What follows belongs to an exercise in optimizing a design on an open flow for small area, a short achievable clock period and few clock cycles per item; a production flow would make more cautious choices. The RTL of this run was laid out without a check of its function.

==> design/flow/design.v <==
module plc_crc32_word (
    input  wire [31:0] x,
    output wire [31:0] y
);
    wire t32 = x[0] ^ x[22];
    wire t33 = x[2] ^ x[7];
    wire t34 = x[3] ^ x[21];
    wire t35 = x[4] ^ t32;
    wire t36 = x[1] ^ x[23];
    wire t37 = x[17] ^ x[29];
    wire t38 = x[24] ^ x[25];
    wire t39 = x[14] ^ x[30];
    wire t40 = x[19] ^ x[27];
    wire t41 = x[15] ^ x[31];
    wire t42 = x[10] ^ x[26];
    wire t43 = x[5] ^ x[12];
    wire t44 = x[6] ^ x[11];
    wire t45 = x[16] ^ x[28];
    wire t46 = x[8] ^ t33;
    wire t47 = x[13] ^ x[18];
    wire t48 = x[4] ^ x[24];
    wire t49 = x[23] ^ t45;
    wire t50 = x[9] ^ t44;
    wire t51 = t37 ^ t38;
    wire t52 = x[0] ^ t34;
    wire t53 = x[31] ^ t40;
    wire t54 = t36 ^ t42;
    wire t55 = t39 ^ t41;
    wire t56 = x[3] ^ x[5];
    wire t57 = x[20] ^ t46;
    wire t58 = x[26] ^ t47;
    wire t59 = x[16] ^ t35;
    wire t60 = x[1] ^ x[25];
    wire t61 = x[15] ^ t48;
    wire t62 = x[30] ^ t58;
    wire t63 = x[9] ^ x[28];
    wire t64 = x[18] ^ t43;
    wire t65 = x[8] ^ t43;
    wire t66 = x[18] ^ t38;
    wire t67 = x[7] ^ t55;
    wire t68 = x[9] ^ x[14];
    wire t69 = x[12] ^ x[13];
    wire t70 = x[17] ^ t35;
    wire t71 = x[2] ^ x[20];
    wire t72 = x[27] ^ x[30];
    wire t73 = x[22] ^ t40;
    wire t74 = t51 ^ t71;
    wire t75 = x[21] ^ t35;
    wire t76 = t34 ^ t41;
    wire t77 = x[7] ^ t54;
    wire t78 = x[6] ^ x[24];
    wire t79 = x[20] ^ t53;
    wire t80 = x[28] ^ x[31];
    wire t81 = x[5] ^ t33;
    wire t82 = x[6] ^ t36;
    wire t83 = t49 ^ t78;
    wire t84 = x[8] ^ t56;
    wire t85 = x[3] ^ x[26];
    wire t86 = x[0] ^ x[29];
    wire t87 = t43 ^ t57;
    wire t88 = x[11] ^ x[13];
    wire t89 = x[5] ^ t36;
    wire t90 = x[6] ^ t63;
    wire t91 = x[7] ^ t52;
    wire t92 = t42 ^ t72;
    wire t93 = x[25] ^ t50;
    wire t94 = t69 ^ t86;
    wire t95 = t37 ^ t39;
    wire t96 = x[27] ^ t65;
    wire t97 = x[2] ^ t64;
    wire t98 = x[10] ^ t84;
    wire t99 = t61 ^ t88;
    wire t100 = t44 ^ t45;
    wire t101 = x[9] ^ t46;
    wire t102 = x[4] ^ x[19];
    wire t103 = x[29] ^ t42;
    wire t104 = t85 ^ t82;
    wire t105 = t57 ^ t59;
    wire t106 = t104 ^ t105;
    wire t107 = x[17] ^ x[27];
    wire t108 = t34 ^ t48;
    wire t109 = t107 ^ t89;
    wire t110 = t108 ^ t101;
    wire t111 = t109 ^ t110;
    wire t112 = x[2] ^ t35;
    wire t113 = t66 ^ t90;
    wire t114 = t98 ^ t112;
    wire t115 = t113 ^ t114;
    wire t116 = x[29] ^ t56;
    wire t117 = t102 ^ t116;
    wire t118 = t77 ^ t93;
    wire t119 = t117 ^ t118;
    wire t120 = t44 ^ t48;
    wire t121 = t92 ^ t120;
    wire t122 = t121 ^ t87;
    wire t123 = x[13] ^ t80;
    wire t124 = t123 ^ t91;
    wire t125 = t93 ^ t96;
    wire t126 = t124 ^ t125;
    wire t127 = x[3] ^ x[10];
    wire t128 = t68 ^ t71;
    wire t129 = t127 ^ t49;
    wire t130 = t94 ^ t128;
    wire t131 = t129 ^ t130;
    wire t132 = x[1] ^ x[10];
    wire t133 = t34 ^ t132;
    wire t134 = t95 ^ t133;
    wire t135 = t99 ^ t134;
    wire t136 = x[11] ^ x[25];
    wire t137 = t136 ^ t55;
    wire t138 = t59 ^ t97;
    wire t139 = t137 ^ t138;
    wire t140 = x[13] ^ x[19];
    wire t141 = t41 ^ t140;
    wire t142 = t141 ^ t70;
    wire t143 = t87 ^ t142;
    wire t144 = t68 ^ t58;
    wire t145 = t81 ^ t75;
    wire t146 = t144 ^ t145;
    wire t147 = x[14] ^ x[15];
    wire t148 = t147 ^ t73;
    wire t149 = t82 ^ t98;
    wire t150 = t148 ^ t149;
    wire t151 = x[20] ^ t33;
    wire t152 = t49 ^ t50;
    wire t153 = t61 ^ t151;
    wire t154 = t152 ^ t153;
    wire t155 = x[10] ^ x[16];
    wire t156 = t155 ^ t51;
    wire t157 = t65 ^ t91;
    wire t158 = t156 ^ t157;
    wire t159 = x[8] ^ t60;
    wire t160 = t50 ^ t159;
    wire t161 = t62 ^ t70;
    wire t162 = t160 ^ t161;
    wire t163 = t33 ^ t68;
    wire t164 = t53 ^ t54;
    wire t165 = t64 ^ t163;
    wire t166 = t164 ^ t165;
    wire t167 = t45 ^ t73;
    wire t168 = t77 ^ t99;
    wire t169 = t167 ^ t168;
    wire t170 = x[11] ^ x[14];
    wire t171 = t170 ^ t49;
    wire t172 = t74 ^ t96;
    wire t173 = t171 ^ t172;
    wire t174 = x[12] ^ x[15];
    wire t175 = t174 ^ t51;
    wire t176 = t52 ^ t90;
    wire t177 = t62 ^ t175;
    wire t178 = t176 ^ t177;
    wire t179 = x[7] ^ t39;
    wire t180 = t47 ^ t60;
    wire t181 = t53 ^ t103;
    wire t182 = t179 ^ t180;
    wire t183 = t59 ^ t181;
    wire t184 = t182 ^ t183;
    wire t185 = t40 ^ t56;
    wire t186 = t100 ^ t185;
    wire t187 = t67 ^ t70;
    wire t188 = t186 ^ t187;
    wire t189 = x[28] ^ t32;
    wire t190 = t37 ^ t41;
    wire t191 = t85 ^ t189;
    wire t192 = t190 ^ t97;
    wire t193 = t191 ^ t192;
    wire t194 = x[29] ^ t73;
    wire t195 = t57 ^ t62;
    wire t196 = t194 ^ t195;
    wire t197 = x[8] ^ x[23];
    wire t198 = t39 ^ t63;
    wire t199 = t197 ^ t52;
    wire t200 = t198 ^ t79;
    wire t201 = t199 ^ t200;
    wire t202 = t76 ^ t103;
    wire t203 = t83 ^ t101;
    wire t204 = t202 ^ t203;
    wire t205 = t72 ^ t50;
    wire t206 = t54 ^ t74;
    wire t207 = t205 ^ t206;
    wire t208 = x[11] ^ x[12];
    wire t209 = t33 ^ t34;
    wire t210 = t80 ^ t208;
    wire t211 = t66 ^ t92;
    wire t212 = t209 ^ t210;
    wire t213 = t211 ^ t212;
    wire t214 = x[25] ^ t33;
    wire t215 = t36 ^ t94;
    wire t216 = t100 ^ t214;
    wire t217 = t79 ^ t215;
    wire t218 = t216 ^ t217;
    wire t219 = t69 ^ t95;
    wire t220 = t75 ^ t83;
    wire t221 = t219 ^ t220;
    wire t222 = t32 ^ t47;
    wire t223 = t51 ^ t89;
    wire t224 = t222 ^ t67;
    wire t225 = t223 ^ t224;
    wire t226 = x[3] ^ x[20];
    wire t227 = x[22] ^ t102;
    wire t228 = t226 ^ t66;
    wire t229 = t227 ^ t67;
    wire t230 = t228 ^ t229;
    wire t231 = x[6] ^ x[19];
    wire t232 = t32 ^ t60;
    wire t233 = t231 ^ t76;
    wire t234 = t81 ^ t232;
    wire t235 = t233 ^ t234;
    assign y[0] = t106;
    assign y[1] = t111;
    assign y[2] = t115;
    assign y[3] = t119;
    assign y[4] = t122;
    assign y[5] = t126;
    assign y[6] = t131;
    assign y[7] = t135;
    assign y[8] = t139;
    assign y[9] = t143;
    assign y[10] = t146;
    assign y[11] = t150;
    assign y[12] = t154;
    assign y[13] = t158;
    assign y[14] = t162;
    assign y[15] = t166;
    assign y[16] = t169;
    assign y[17] = t173;
    assign y[18] = t178;
    assign y[19] = t184;
    assign y[20] = t188;
    assign y[21] = t193;
    assign y[22] = t196;
    assign y[23] = t201;
    assign y[24] = t204;
    assign y[25] = t207;
    assign y[26] = t213;
    assign y[27] = t218;
    assign y[28] = t221;
    assign y[29] = t225;
    assign y[30] = t230;
    assign y[31] = t235;
endmodule
module plc_blk_tx (
    input  wire        clk,
    input  wire        rst,
    input  wire        cmd_valid,
    output wire        cmd_ready,
    input  wire [15:0] cmd_ssn,
    input  wire [8:0]  cmd_boff,
    input  wire        cmd_bflag,
    input  wire        cmd_long,
    input  wire        in_valid,
    output wire        in_ready,
    input  wire [31:0] in_data,
    output reg         out_valid,
    input  wire        out_ready,
    output reg  [31:0] out_data,
    output reg         out_last
);
    reg        p_cmd, p_body, p_tail;
    reg        e_cmd, e_body;
    reg [6:0]  cnt;         
    reg [31:0] x;           
    wire [31:0] mx;
    plc_crc32_word u_crc (.x(x), .y(mx));
    wire [31:0] hdr = {3'b000, 1'b0, cmd_bflag, 1'b0, 1'b1,
                       (cmd_bflag ? cmd_boff : 9'd0), cmd_ssn};
    wire r_free = !out_valid || out_ready;
    assign cmd_ready = e_cmd || (p_cmd && out_ready);
    assign in_ready  = e_body || (p_body && out_ready);
    wire cmd_fire = cmd_valid && cmd_ready;
    wire in_fire  = in_valid && in_ready;
    wire acc      = cmd_fire || in_fire;
    wire tail_go  = p_tail && r_free;
    wire last     = in_fire && (cnt == 7'd0);
    wire [31:0] acc_word = p_body ? in_data : hdr;
    wire p_cmd_n  = cmd_fire ? 1'b0 : (p_cmd || tail_go);
    wire p_body_n = cmd_fire ? 1'b1 : (p_body && !last);
    wire p_tail_n = last ? 1'b1 : (p_tail && !tail_go);
    wire out_valid_n = r_free ? (acc || p_tail) : out_valid;
    always @(posedge clk) begin
        if (rst) begin
            p_cmd     <= 1'b1;
            p_body    <= 1'b0;
            p_tail    <= 1'b0;
            e_cmd     <= 1'b1;
            e_body    <= 1'b0;
            cnt       <= 7'd0;
            out_valid <= 1'b0;
            out_last  <= 1'b0;
        end else begin
            p_cmd     <= p_cmd_n;
            p_body    <= p_body_n;
            p_tail    <= p_tail_n;
            e_cmd     <= p_cmd_n && !out_valid_n;
            e_body    <= p_body_n && !out_valid_n;
            out_valid <= out_valid_n;
            if (cmd_fire)
                cnt <= cmd_long ? 7'd127 : 7'd31;
            else if (in_fire)
                cnt <= cnt - 7'd1;
            if (r_free)
                out_last <= p_tail;
        end
    end
    always @(posedge clk) begin
        if (acc)
            x <= (p_body ? mx : 32'hFFFFFFFF) ^ acc_word;
        if (r_free)
            out_data <= p_tail ? ~mx : acc_word;
    end
endmodule
module plc_blk_rx (
    input  wire        clk,
    input  wire        rst,
    input  wire        in_valid,
    output wire        in_ready,
    input  wire [31:0] in_data,
    input  wire        in_long,
    output reg         res_valid,
    input  wire        res_ready,
    output reg         res_ok,
    output reg         res_fmterr,
    output reg  [31:0] res_hdr
);
    localparam [31:0] K = 32'hDEBB20E3;   
    reg        hdr_ph;      
    reg [7:0]  cnt;         
    reg [31:0] x;           
    reg        blong;
    reg        hraw;        
    reg        hcp;         
    reg        chk_d;       
    reg        in_rdy;
    wire [31:0] mx;
    plc_crc32_word u_crc (.x(x), .y(mx));
    assign in_ready = in_rdy;
    wire fire     = in_valid && in_rdy;
    wire hdr_fire = fire && hdr_ph;
    wire chk_fire = fire && !hdr_ph && (cnt == 8'd0);
    wire slot_free = !res_valid || res_ready;
    wire copy      = hcp && slot_free;
    wire hdr_ph_n    = hdr_fire ? 1'b0 : (chk_fire ? 1'b1 : hdr_ph);
    wire [7:0] cnt_n = hdr_fire ? (in_long ? 8'd128 : 8'd32) :
                       (fire ? cnt - 8'd1 : cnt);
    wire hcp_n       = hdr_fire || (hcp && !slot_free);
    wire res_valid_n = chk_d || (res_valid && !res_ready);
    wire [31:0] w = in_data ^ (hraw ? K : 32'd0);
    always @(posedge clk) begin
        if (fire)
            x <= (hdr_ph ? 32'd0 : mx) ^ w;
        if (copy)
            res_hdr <= x;
    end
    always @(posedge clk) begin
        if (rst) begin
            hdr_ph     <= 1'b1;
            cnt        <= 8'd0;
            blong      <= 1'b0;
            hraw       <= 1'b0;
            hcp        <= 1'b0;
            chk_d      <= 1'b0;
            in_rdy     <= 1'b1;
            res_valid  <= 1'b0;
            res_ok     <= 1'b0;
            res_fmterr <= 1'b0;
        end else begin
            hdr_ph    <= hdr_ph_n;
            cnt       <= cnt_n;
            hcp       <= hcp_n;
            chk_d     <= chk_fire;
            res_valid <= res_valid_n;
            if (fire)
                hraw <= hdr_ph;
            in_rdy    <= !(hcp_n && res_valid_n) &&
                         !((res_valid_n || chk_fire) && !hdr_ph_n && cnt_n == 8'd0);
            if (hdr_fire)
                blong <= in_long;
            if (chk_d) begin
                res_ok     <= &x;
                res_fmterr <= res_hdr[27] && !blong &&
                              (res_hdr[24] || res_hdr[23]);
            end
        end
    end
endmodule
module plc_blk_codec (
    input  wire        clk,
    input  wire        rst,
    input  wire        tx_cmd_valid,
    output wire        tx_cmd_ready,
    input  wire [15:0] tx_cmd_ssn,
    input  wire [8:0]  tx_cmd_boff,
    input  wire        tx_cmd_bflag,
    input  wire        tx_cmd_long,
    input  wire        tx_in_valid,
    output wire        tx_in_ready,
    input  wire [31:0] tx_in_data,
    output wire        tx_out_valid,
    input  wire        tx_out_ready,
    output wire [31:0] tx_out_data,
    output wire        tx_out_last,
    input  wire        rx_in_valid,
    output wire        rx_in_ready,
    input  wire [31:0] rx_in_data,
    input  wire        rx_in_long,
    output wire        rx_res_valid,
    input  wire        rx_res_ready,
    output wire        rx_res_ok,
    output wire        rx_res_fmterr,
    output wire [31:0] rx_res_hdr
);
    plc_blk_tx u_tx (
        .clk(clk), .rst(rst),
        .cmd_valid(tx_cmd_valid), .cmd_ready(tx_cmd_ready),
        .cmd_ssn(tx_cmd_ssn), .cmd_boff(tx_cmd_boff),
        .cmd_bflag(tx_cmd_bflag), .cmd_long(tx_cmd_long),
        .in_valid(tx_in_valid), .in_ready(tx_in_ready), .in_data(tx_in_data),
        .out_valid(tx_out_valid), .out_ready(tx_out_ready),
        .out_data(tx_out_data), .out_last(tx_out_last)
    );
    plc_blk_rx u_rx (
        .clk(clk), .rst(rst),
        .in_valid(rx_in_valid), .in_ready(rx_in_ready),
        .in_data(rx_in_data), .in_long(rx_in_long),
        .res_valid(rx_res_valid), .res_ready(rx_res_ready),
        .res_ok(rx_res_ok), .res_fmterr(rx_res_fmterr), .res_hdr(rx_res_hdr)
    );
endmodule
==> design/flow/flow/run.sh <==
#!/bin/bash
# Standard ORFS layout with a few extra ORFS settings passed to make.
set -euo pipefail
# keep three-input XOR cells out of the mapping: two-input XORs are smaller
# and faster for the CRC networks
echo 'export DONT_USE_CELLS = sky130_fd_sc_hd__xor3_1 sky130_fd_sc_hd__xor3_2 sky130_fd_sc_hd__xor3_4 sky130_fd_sc_hd__xnor3_1 sky130_fd_sc_hd__xnor3_2 sky130_fd_sc_hd__xnor3_4' >> config.mk
bash standard.sh BUFFER_PORTS_ARGS=-buffer_cell\ sky130_fd_sc_hd__buf_1 finish > standard.log 2>&1
==> design/flow/standard.sh <==
#!/bin/bash
# synth_recipe.tcl (not shown) runs the flow's synth.tcl, then flattens the netlist and writes it again
# the make line also repeats each setting of config.mk as NAME=value (left out here)
make -C /OpenROAD-flow-scripts/flow DESIGN_CONFIG=/design/flow/config.mk WORK_HOME=/design/flow/orfs CLKGATE_MAP_FILE= SYNTH_SCRIPT=/design/flow/synth_recipe.tcl "${@:-finish}"
==> design/flow/config.mk <==
export PLATFORM = sky130hd
export DESIGN_NAME = plc_blk_codec
export DESIGN_NICKNAME = plc_blk_codec
export VERILOG_FILES = /design/flow/design.v
export SDC_FILE = /design/flow/constraint.sdc
export NUM_CORES = 4
export LEC_CHECK = 0
export CAP_MARGIN = 20
export CORE_MARGIN = 2
export CORE_UTILIZATION = 65
export CTS_BUF_LIST = sky130_fd_sc_hd__clkbuf_4 sky130_fd_sc_hd__clkbuf_8
export CTS_CLUSTER_SIZE = 30
export PLACE_DENSITY = 0.8
export SETUP_SLACK_MARGIN = 2.5
export SLEW_MARGIN = 20
export DONT_USE_CELLS = sky130_fd_sc_hd__xor3_1 sky130_fd_sc_hd__xor3_2 sky130_fd_sc_hd__xor3_4 sky130_fd_sc_hd__xnor3_1 sky130_fd_sc_hd__xnor3_2 sky130_fd_sc_hd__xnor3_4
==> design/flow/constraint.sdc <==
create_clock -name core_clock -period 5.0 [get_ports {clk}]
set_input_delay 1.0000 -clock core_clock [delete_from_list [all_inputs] [get_ports {clk}]]
set_output_delay 1.0000 -clock core_clock [all_outputs]
set_load 0.01 [all_outputs]
==> run summary <==
synthesized netlist by cell type (10+ instances only):
| master | number |
|---|---|
| buf_2 | 26 |
| dfxtp_1 | 31 |
| nor2b_1 | 18 |
| xnor2_1 | 421 |
| nor2_1 | 55 |
| xnor2_2 | 13 |
| a21oi_1 | 57 |
| nand2_1 | 39 |
| edfxtp_1 | 128 |
| o21ai_0 | 13 |
| a211oi_1 | 10 |
| xor2_1 | 65 |
| clkbuf_1 | 33 |
| a22oi_1 | 10 |
final cells by class:
class / instances / share of cell area
clock buffer: 19 / 0.0210
timing repair buffer: 192 / 0.0661
tap: 220 / 0.0221
inverter: 7 / 0.00311
clock inverter: 13 / 0.0117
sequential: 159 / 0.358
multi-input combinational: 781 / 0.518
worst max-delay path by stage:
| stage | startpoint | end |
|---|---|---|
| after floorplan | tx_out_ready | u_tx.e_body |
| after global placement | tx_out_ready | u_tx.e_body |
| after detailed placement | tx_out_ready | u_tx.e_body |
| after CTS | u_tx.p_body | tx_in_ready |
| after global routing | u_tx.x[12] | u_tx.x[9] |
| final | u_tx.x[12] | u_tx.x[9] |
metal layers:
metal  share of wire  global-route usage  vias up
met3           0.053              0.0487       72
met4           0.030               0.108        0
met2            0.54               0.582      301
li1                -                   -     3657
met5               0                   0        -
met1            0.38               0.368     3733
cell usage in the layout, fill, tap and decap left out, types with 8 or more instances in the layout:
cell type  Yosys  layout
xnor2_1      421     389
buf_1          7     169
edfxtp_1     128     128
xor2_1        65      62
a21oi_1       57      57
nor2_1        55      55
xnor2_2       13      39
nand2_1       39      38
dfxtp_1       31      28
buf_4          2      21
clkbuf_8       0      19
nor2b_1       18      17
o21ai_0       13      13
a22oi_1       10      10
a211oi_1      10      10
nor3_1         9       9
nand4_1        9       9
xnor2_4        2       8
a221oi_1       8       8
sequential cells by signal (all words and copies together), names as in the netlist, 7 cells and up:
signal         flops
u_rx.cnt           8
u_rx.res_hdr      32
u_rx.x            32
u_tx.cnt           7
u_tx.out_data     32
u_tx.x            32
through the flow:
stage	instance area, um2	setup slack (ns)	cells
floorplan	10900	2.58	1016
global placement	11600	2.13	1342
detailed placement	11600	2.08	1342
CTS	12100	2.45	1374
global route	12500	2.38	1391
finish	12500	2.46	1391
what timing repair did:
| action | CTS | global route |
|---|---|---|
| resized for setup | 16 | 30 |
| setup endpoints to repair | 23 | 35 |
| pin swaps | 0 | 1 |
| setup buffers | 0 | 17 |
kinds of logic (layout without fill, tap and decap cells):
| family | count (synthesis) | after routing | share of synthesized area |
|---|---|---|---|
| buf+inv | 76 | 231 | 0.0299 |
| flops | 159 | 159 | 0.409 |
| mux | 6 | 6 | 0.00550 |
| simple gates | 153 | 153 | 0.0660 |
| fa+ha+maj | 6 | 6 | 0.00688 |
| xor+xnor | 503 | 503 | 0.420 |
| compound gates | 113 | 113 | 0.0631 |
worst reg2reg max path, cell delays in order (launching register included):
cell and delay [ns]:
edfxtp_1 0.62, xnor2_2 0.26, xnor2_2 0.22, xnor2_1 0.40
xnor2_1 0.19, xnor2_1 0.33, xor2_1 0.18, a21oi_1 0.08
==> flow_summary_export.csv <==
group,metric,value,unit
finish,diodes,0,
place,io_buffers,170,
timing,slew_headroom,0.553,
routing,drtIter0Drc,484,
logic_synthesis,synth_area_leaders,"edfxtp_1 35%, xnor2_1 34%, dfxtp_1 5.7%",
clocking,cts-hold-fix-buffers,0,
finish,post-route-util,0.755,
hold_path,hold_end,"u_rx.blong",
logic_synthesis,yosysUniqueCellTypes,47,
hold_path,worstHoldPathType,"flop to flop",
worst_setup_path,startpoint_type,"flop",
logic_synthesis,ys.flop_type,"edfxtp_1",
place,gp_congestion,0.958,
global_route,grt-ovfl-total,0,
routing,vias,7763,
logic_synthesis,netlist.top_cell.by_area,"edfxtp_1",
timing,finalCritPeriodShare,0.507,
timing,setup_viol,0,
die,fp.dieH,134,um
die,io_pins,171,
clocking,cts-root-buf,"clkbuf_8",
logic_synthesis,yosys_warnings,2,
worst_setup_path,crit_slowest_cell,"edfxtp_1",
routing,postRouteAntennaNets,0,
finish,final_layout_size_suffix_gt1_frac,0.0999,
worst_setup_path,crit_path_end_kind,"flop",
routing,avgViaCountPerCell,5.58,
routing,firstDrtPassIters,5,
logic_synthesis,ys_seq_area_frac,0.409,
global_route,grt_usage,0.313,
logic_synthesis,synth-edff-count,128,
worst_setup_path,worst-path-buf-inv,0,
worst_setup_path,cpMostUsedCell,"xnor2_1",
worst_setup_path,r2r-end,"u_tx.x[9]",
global_route,grt_max_degree,66,
worst_setup_path,path_class,"flop to flop",
timing,worst_pin_slew,0.671,ns
worst_setup_path,crit_chain,"xnor2_2 > xnor2_2 > xnor2_1 > xnor2_1 > xnor2_1 > xor2_1 > a21oi_1",
finish,fillers,1221,
die,start_util,0.660,
timing,drv_slew,0,
timing,fin_tns_setup,0,ns
worst_setup_path,cp.depth,7,
die,fp.dieW,134,um
timing,rsz0062_at_grt,"true",
timing,hold_viol_final,0,
die,die_area,17800,um2
clocking,cts_tree,"done",
routing,drcViolationCount,0,
hold_path,hold-path-cell-count,2,
logic_synthesis,syn_inst,1016,
clocking,clockBufferDepth,2,
worst_setup_path,critPathMaxStageDelay,0.62,ns
flow_run,max_cap_viol_count,0,
logic_synthesis,async_reset_ff_frac,0,
timing,period_needed,2.54,ns
worst_setup_path,r2r-start,"u_tx.x[12]",
clocking,ctsHtreeMaxLevel,4,
routing,wl_per_cell,20.2,um
finish,nets,1263,
finish,seqCellArea,4470,um2
global_route,antenna_found_initial,0,
clocking,clock_latency,0.47,ns
logic_synthesis,ys_ff_latch,159,
worst_setup_path,crit_arrival,2.75,ns
worst_setup_path,rrSetupSlack,2.46,ns
timing,skew,0.0193,ns
worst_setup_path,crit_fanout,6,
clocking,cts_buffers,17,
worst_setup_path,cp_top_family,"XOR/XNOR gates",
clocking,clk_pin_slew_worst_paths,0.10,ns
logic_synthesis,synthesis.nets,1121,
finish,multi_input_area,6460,um2
routing,drt_wl_total,28000,um
finish,syn2layout_area_growth,14.4,%
worst_setup_path,r2r_cells,7,
outcome,outcome,"complete, no violations",
die,core,16500,um2
global_route,grt_pass1_vias,7798,
timing,hold_slack,0.460,ns
logic_synthesis,yosys.area.top_type_share,0.352,
die,fp-row-count,47,
place,dp_hpwl,20400,um
timing,fmax,394,MHz
logic_synthesis,syn_area_per_cell,10.7,um2
global_route,grt_pass1_wl,42100,um
worst_setup_path,required,5.21,ns
clocking,clock-sinks,159,
hold_path,hp-start,"u_rx.blong",
logic_synthesis,syn-cell-area,10900,um2

## re-timing with driven ports
How much do the figures lean on ideal ports? The routed layout below was timed once more, with nothing changed but the port constraints. Step 1: set_driving_cell puts a clkbuf_16 on clk and a buf_2 on each other input, an assumption about the parent block. Step 2, shift: input delay + t, output delay - t, t = (earliest + latest rising clock arrival at the registers) / 2. This alone moves slack from input paths to output paths. a / b / c = ideal / step 1 / step 2; a / b = the first two.
t, ns: 0.505
setup WS [ns]: 2.464 / 2.464 / 2.177
worst setup path at the end: input to register
slew at the worst register clock pin (ns): 0.11 / 0.11
pins driven straight from the clock port: 1
After both steps setup and hold are still met in this run. For this run, drivers alone change the setup slack by 0.000 ns; drivers and shift together by -0.287 ns.
